Context: an optimization exercise on an open-source flow, tuned for small area, a short achievable clock period and few clock cycles per item. The choices shown serve that exercise and are no tape-out recipe.
Function was checked by simulation only, so behaviour that the tests miss may differ from the original.
Power is estimated from default activity; no workload was simulated.

## Q
==> flow/design.v <==
module saturating_counter_array (
    input  wire        clk,
    input  wire        rst,             
    input  wire        cmd_valid,
    output wire        cmd_ready,
    input  wire [3:0]  cmd_op,
    input  wire [31:0] cmd_addr,
    output wire        rsp_valid,
    output wire [2:0]  rsp_status,
    output wire [11:0] rsp_data,
    output wire        fault_o,
    output wire [4:0]  peer_rd_idx,
    input  wire [31:0] peer_rd_data,
    input  wire [15:0] peer_size,
    input  wire [7:0]  peer_counter_width,
    input  wire [15:0] peer_threshold,
    input  wire [7:0]  peer_offset_bits,
    input  wire [3:0]  peer_num_masks,
    input  wire [23:0] peer_mask_lsbs,    
    input  wire [23:0] peer_mask_sizes    
);
    localparam [2:0] ST_OK       = 3'd0;
    localparam [2:0] ST_ILLEGAL  = 3'd1;
    localparam [2:0] ST_COMPAT   = 3'd3;
    localparam [2:0] ST_HALTED   = 3'd4;
    reg [1023:0] cnt;             
    reg          fault_q;
    reg          merging_q;       
    reg [7:0]    idx_q;           
    reg [4:0]    nb_q;            
    reg          ready_q;         
    reg [31:0]   word_q;          
    reg          set_q, unset_q, clr_q;      
    reg          get_q, isset_q, tot_q;      
    reg [11:0]   total_q;         
    reg [19:0]   pair_q;          
    reg          pv_q;            
    reg [6:0]    dsum_q;          
    reg          totw_q;          
    reg [31:0]   peer_q;          
    reg          rsp_valid_q;
    reg [2:0]    rsp_status_q;
    wire   last        = merging_q & (idx_q[7:3] == 5'd31);    
    wire   cont        = merging_q & ~last;                   
    assign cmd_ready   = ready_q;      
    assign rsp_valid   = rsp_valid_q;
    assign rsp_status  = rsp_status_q;
    assign fault_o     = fault_q;
    assign peer_rd_idx = merging_q ? nb_q : 5'd0;
    wire [7:0] idx = cmd_addr[13:6] ^ cmd_addr[21:14] ^ cmd_addr[29:22];
    wire is_set   = (cmd_op == 4'h1);
    wire is_unset = (cmd_op == 4'h2);
    wire is_get   = (cmd_op == 4'h3);
    wire is_isset = (cmd_op == 4'h4);
    wire is_total = (cmd_op == 4'h5);
    wire is_clear = (cmd_op == 4'h6);
    wire is_merge = (cmd_op == 4'h7);
    wire illegal  = (cmd_op == 4'h0) | cmd_op[3];
    wire compat = (peer_size          == 16'd256) &&
                  (peer_counter_width == 8'd4)    &&
                  (peer_threshold     == 16'd4)   &&
                  (peer_offset_bits   == 8'd6)    &&
                  (peer_num_masks     == 4'd3)    &&
                  (peer_mask_lsbs     == {8'd16, 8'd8, 8'd0}) &&
                  (peer_mask_sizes    == {8'd8, 8'd8, 8'd8});
    wire go     = cmd_valid & cmd_ready;      
    wire ex     = go & ~fault_q;              
    wire mstart = ex & is_merge & compat;
    wire [3:0] cur     = word_q[4*idx_q[2:0] +: 4];
    wire       cur_max = (cur == 4'd15);
    wire       cur_min = (cur == 4'd0);
    wire [3:0] newval  = set_q ? (cur_max ? 4'd15 : cur + 4'd1)
                               : (cur_min ? 4'd0  : cur - 4'd1);
    wire       write_sc = set_q | unset_q;
    assign rsp_data = ({12{get_q}}   & {8'd0, cur}) |
                      ({12{isset_q}} & {11'd0, cur[3] | cur[2]}) |
                      ({12{tot_q}}   & total_q);
    reg [3:0] merged [0:7];
    reg [3:0] delta  [0:7];
    integer k;
    always @* begin : sat_add
        reg [4:0] s;
        for (k = 0; k < 8; k = k + 1) begin
            s = {1'b0, word_q[4*k +: 4]} + {1'b0, peer_q[4*k +: 4]};
            merged[k] = s[4] ? 4'd15 : s[3:0];
            delta[k]  = s[4] ? ~word_q[4*k +: 4] : peer_q[4*k +: 4];
        end
    end
    wire [4:0] ds01 = delta[0] + delta[1];
    wire [4:0] ds23 = delta[2] + delta[3];
    wire [4:0] ds45 = delta[4] + delta[5];
    wire [4:0] ds67 = delta[6] + delta[7];
    wire [6:0] dsum = ({2'd0, pair_q[4:0]}   + {2'd0, pair_q[9:5]}) +
                      ({2'd0, pair_q[14:10]} + {2'd0, pair_q[19:15]});
    wire tot_ready = ~merging_q & ~pv_q;
    wire zero_all = rst | clr_q;
    genvar gw, gk;
    generate
        for (gk = 0; gk < 8; gk = gk + 1) begin : lane
            wire       lsel = merging_q | (write_sc & (idx_q[2:0] == gk));
            wire [3:0] wd   = {4{~zero_all}} & (merging_q ? merged[gk] : newval);
            for (gw = 0; gw < 32; gw = gw + 1) begin : wrd
                wire en = zero_all | (lsel & (idx_q[7:3] == gw));
                always @(posedge clk)
                    if (en) cnt[4*(8*gw+gk) +: 4] <= wd;
            end
        end
    endgenerate
    wire [4:0] rsel = cont      ? nb_q :
                      is_merge  ? 5'd0 : idx[7:3];
    wire [31:0] rs = 32'd1 << rsel;
    reg [31:0] word;
    integer w;
    always @* begin
        word = 32'd0;
        for (w = 0; w < 32; w = w + 1)
            word = word | (cnt[32*w +: 32] & {32{rs[w]}});
    end
    wire hit = idx_q[7:3] == rsel;
    reg [31:0] word_n;
    integer j;
    always @* begin
        for (j = 0; j < 8; j = j + 1)
            word_n[4*j +: 4] = (clr_q | (hit & (merging_q | (write_sc & (idx_q[2:0] == j))))) ?
                               ({4{~clr_q}} & (merging_q ? merged[j] : newval)) : word[4*j +: 4];
    end
    always @(posedge clk) begin
        word_q     <= word_n;
        peer_q     <= peer_rd_data;
        idx_q[7:3] <= rsel;
        nb_q       <= rsel + 5'd1;
        idx_q[2:0] <= idx[2:0];
    end
    wire [11:0] tbase = total_q + {5'd0, dsum_q};
    wire merging_n = cont | mstart;
    wire totw_n    = (totw_q | (ex & is_total & ~mstart)) & ~tot_ready;
    wire ready_n   = ~totw_n & (~merging_n | (cont & (idx_q[7:3] == 5'd30)));
    always @(posedge clk) begin
        if (rst) begin
            fault_q     <= 1'b0;
            merging_q   <= 1'b0;
            set_q       <= 1'b0;
            unset_q     <= 1'b0;
            clr_q       <= 1'b0;
            get_q       <= 1'b0;
            isset_q     <= 1'b0;
            tot_q       <= 1'b0;
            total_q     <= 12'd0;
            pair_q      <= 20'd0;
            pv_q        <= 1'b0;
            dsum_q      <= 7'd0;
            totw_q      <= 1'b0;
            rsp_valid_q <= 1'b0;
            ready_q     <= 1'b1;
        end else begin
            ready_q <= ready_n;
            if (clr_q)
                total_q <= 12'd0;
            else if (set_q & ~cur_max)
                total_q <= tbase + 12'd1;
            else if (unset_q & ~cur_min)
                total_q <= tbase - 12'd1;
            else
                total_q <= tbase;
            pair_q <= merging_q ? {ds67, ds45, ds23, ds01} : 20'd0;
            pv_q   <= merging_q;
            dsum_q <= clr_q ? 7'd0 : dsum;
            set_q   <= 1'b0;
            unset_q <= 1'b0;
            clr_q   <= 1'b0;
            get_q   <= 1'b0;
            isset_q <= 1'b0;
            tot_q   <= 1'b0;
            rsp_valid_q  <= 1'b0;
            rsp_status_q <= ST_OK;
            if (merging_q & (idx_q[7:3] == 5'd30))
                rsp_valid_q <= 1'b1;
            if (last)
                merging_q <= 1'b0;
            if (totw_q & tot_ready) begin
                totw_q      <= 1'b0;
                rsp_valid_q <= 1'b1;
                tot_q       <= 1'b1;
            end
            if (go) begin
                if (mstart) begin
                    merging_q <= 1'b1;
                end else if (ex & is_total & ~tot_ready) begin
                    totw_q <= 1'b1;
                end else begin
                    rsp_valid_q <= 1'b1;
                    if (fault_q) begin
                        rsp_status_q <= ST_HALTED;
                    end else if (illegal) begin
                        fault_q      <= 1'b1;
                        rsp_status_q <= ST_ILLEGAL;
                    end else if (is_merge) begin
                        fault_q      <= 1'b1;
                        rsp_status_q <= ST_COMPAT;
                    end else begin
                        set_q   <= is_set;
                        unset_q <= is_unset;
                        clr_q   <= is_clear;
                        get_q   <= is_get;
                        isset_q <= is_isset;
                        tot_q   <= is_total;
                    end
                end
            end
        end
    end
endmodule
export LEC_CHECK = 0
export CAP_MARGIN = 20
export CORE_MARGIN = 2
export CORE_UTILIZATION = 45
export CTS_CLUSTER_DIAMETER = 100
export CTS_CLUSTER_SIZE = 30
export PLACE_DENSITY = 0.6
export SETUP_SLACK_MARGIN = 5
export SLEW_MARGIN = 20
export TNS_END_PERCENT = 0
create_clock -name core_clock -period 9.0 [get_ports {clk}]
standard.sh (not shown) runs the stock make flow with config.mk's settings and CLKGATE_MAP_FILE= SYNTH_SCRIPT=/design/flow/synth_recipe.tcl, a recipe that flattens the netlist after the stock synthesis.
==> flow/flow/run.sh <==
#!/bin/bash
# The standard layout, with one change: the port buffers that placement
# inserts on every input and output use buf_2 instead of the default cell.
set -euo pipefail
export BUFFER_PORTS_ARGS="-buffer_cell sky130_fd_sc_hd__buf_2"
bash standard.sh > standard_flow.log 2>&1
Testbench counts of Q, summed over its fixed seeds: cycles 20,328, commands 12,000.
> inputs changed (Q -> T)
--- a/flow/design.v
+++ b/flow/design.v
@@ -23,13 +23,14 @@
     localparam [2:0] ST_ILLEGAL  = 3'd1;
     localparam [2:0] ST_COMPAT   = 3'd3;
     localparam [2:0] ST_HALTED   = 3'd4;
     reg [1023:0] cnt;             
     reg          fault_q;
     reg          merging_q;       
-    reg [7:0]    idx_q;           
+    reg [7:3]    idx_q;           
+    reg [7:0]    lane_q;          
     reg [4:0]    nb_q;            
     reg          ready_q;         
     reg [31:0]   word_q;          
     reg          set_q, unset_q, clr_q;      
     reg          get_q, isset_q, tot_q;      
     reg [11:0]   total_q;         
@@ -63,13 +64,19 @@
                   (peer_num_masks     == 4'd3)    &&
                   (peer_mask_lsbs     == {8'd16, 8'd8, 8'd0}) &&
                   (peer_mask_sizes    == {8'd8, 8'd8, 8'd8});
     wire go     = cmd_valid & cmd_ready;      
     wire ex     = go & ~fault_q;              
     wire mstart = ex & is_merge & compat;
-    wire [3:0] cur     = word_q[4*idx_q[2:0] +: 4];
+    reg  [3:0] cur;
+    integer m;
+    always @* begin
+        cur = 4'd0;
+        for (m = 0; m < 8; m = m + 1)
+            cur = cur | (word_q[4*m +: 4] & {4{lane_q[m]}});
+    end
     wire       cur_max = (cur == 4'd15);
     wire       cur_min = (cur == 4'd0);
     wire [3:0] newval  = set_q ? (cur_max ? 4'd15 : cur + 4'd1)
                                : (cur_min ? 4'd0  : cur - 4'd1);
     wire       write_sc = set_q | unset_q;
     assign rsp_data = ({12{get_q}}   & {8'd0, cur}) |
@@ -94,13 +101,13 @@
                       ({2'd0, pair_q[14:10]} + {2'd0, pair_q[19:15]});
     wire tot_ready = ~merging_q & ~pv_q;
     wire zero_all = rst | clr_q;
     genvar gw, gk;
     generate
         for (gk = 0; gk < 8; gk = gk + 1) begin : lane
-            wire       lsel = merging_q | (write_sc & (idx_q[2:0] == gk));
+            wire       lsel = merging_q | (write_sc & lane_q[gk]);
             wire [3:0] wd   = {4{~zero_all}} & (merging_q ? merged[gk] : newval);
             for (gw = 0; gw < 32; gw = gw + 1) begin : wrd
                 wire en = zero_all | (lsel & (idx_q[7:3] == gw));
                 always @(posedge clk)
                     if (en) cnt[4*(8*gw+gk) +: 4] <= wd;
             end
@@ -118,21 +125,21 @@
     end
     wire hit = idx_q[7:3] == rsel;
     reg [31:0] word_n;
     integer j;
     always @* begin
         for (j = 0; j < 8; j = j + 1)
-            word_n[4*j +: 4] = (clr_q | (hit & (merging_q | (write_sc & (idx_q[2:0] == j))))) ?
+            word_n[4*j +: 4] = (clr_q | (hit & (merging_q | (write_sc & lane_q[j])))) ?
                                ({4{~clr_q}} & (merging_q ? merged[j] : newval)) : word[4*j +: 4];
     end
     always @(posedge clk) begin
         word_q     <= word_n;
         peer_q     <= peer_rd_data;
         idx_q[7:3] <= rsel;
         nb_q       <= rsel + 5'd1;
-        idx_q[2:0] <= idx[2:0];
+        lane_q     <= 8'd1 << idx[2:0];
     end
     wire [11:0] tbase = total_q + {5'd0, dsum_q};
     wire merging_n = cont | mstart;
     wire totw_n    = (totw_q | (ex & is_total & ~mstart)) & ~tot_ready;
     wire ready_n   = ~totw_n & (~merging_n | (cont & (idx_q[7:3] == 5'd30)));
     always @(posedge clk) begin
==> results.txt <==
- T vs Q, clock skew went down by 0.012 ns.
- Global routing usage on met2 ends up higher on T.
- Clock-buffer cell count, Q and T: smaller value in T
- [T] number of global-route vias before repair rose 859 relative to Q
- | synthesized area | T vs Q | ≈ equal |
- The higher worst-case vdd ir drop of Q and T is in Q.
- From Q to T the numbers moved as follows: number of buffer and inverter instances along the worst setup path went up by 3; clock-pin transition on the worst setup and hold timing paths was more or less identical; slew at the pin closest to its max-slew limit went up by 0.044 ns; die area was more or less identical.
- Design area on T is behind Q.
Testbench counts of T, summed over its fixed seeds: cycles 20,328, commands 12,000.

## what the ideal ports hide
Ports are ideal in the flow. The routed layouts listed here were re-timed in OpenROAD.
Step 1 assumes that a clkbuf_16 drives the clock port and a buf_2 every other input.
Step 2 also shifts input and output timing later by t, the mid clock arrival at the registers, as if the neighbouring blocks saw the same clock.
a / b / c = ideal ports / drivers / drivers and shift; a / b = the first two.
run | t (ns) | setup slack, ns | latest minus earliest clock arrival (ns) | pins driven straight from the clock port
Q | 0.744 | 4.451 / 4.500 / 3.756 | 0.050 / 0.050 | 1
T | 0.736 | 4.531 / 4.547 / 3.811 | 0.036 / 0.036 | 1
After both steps every run listed still meets setup and hold. The setup slack of T, which loses most, moves by +0.016 ns with the drivers and by -0.720 ns with both steps.
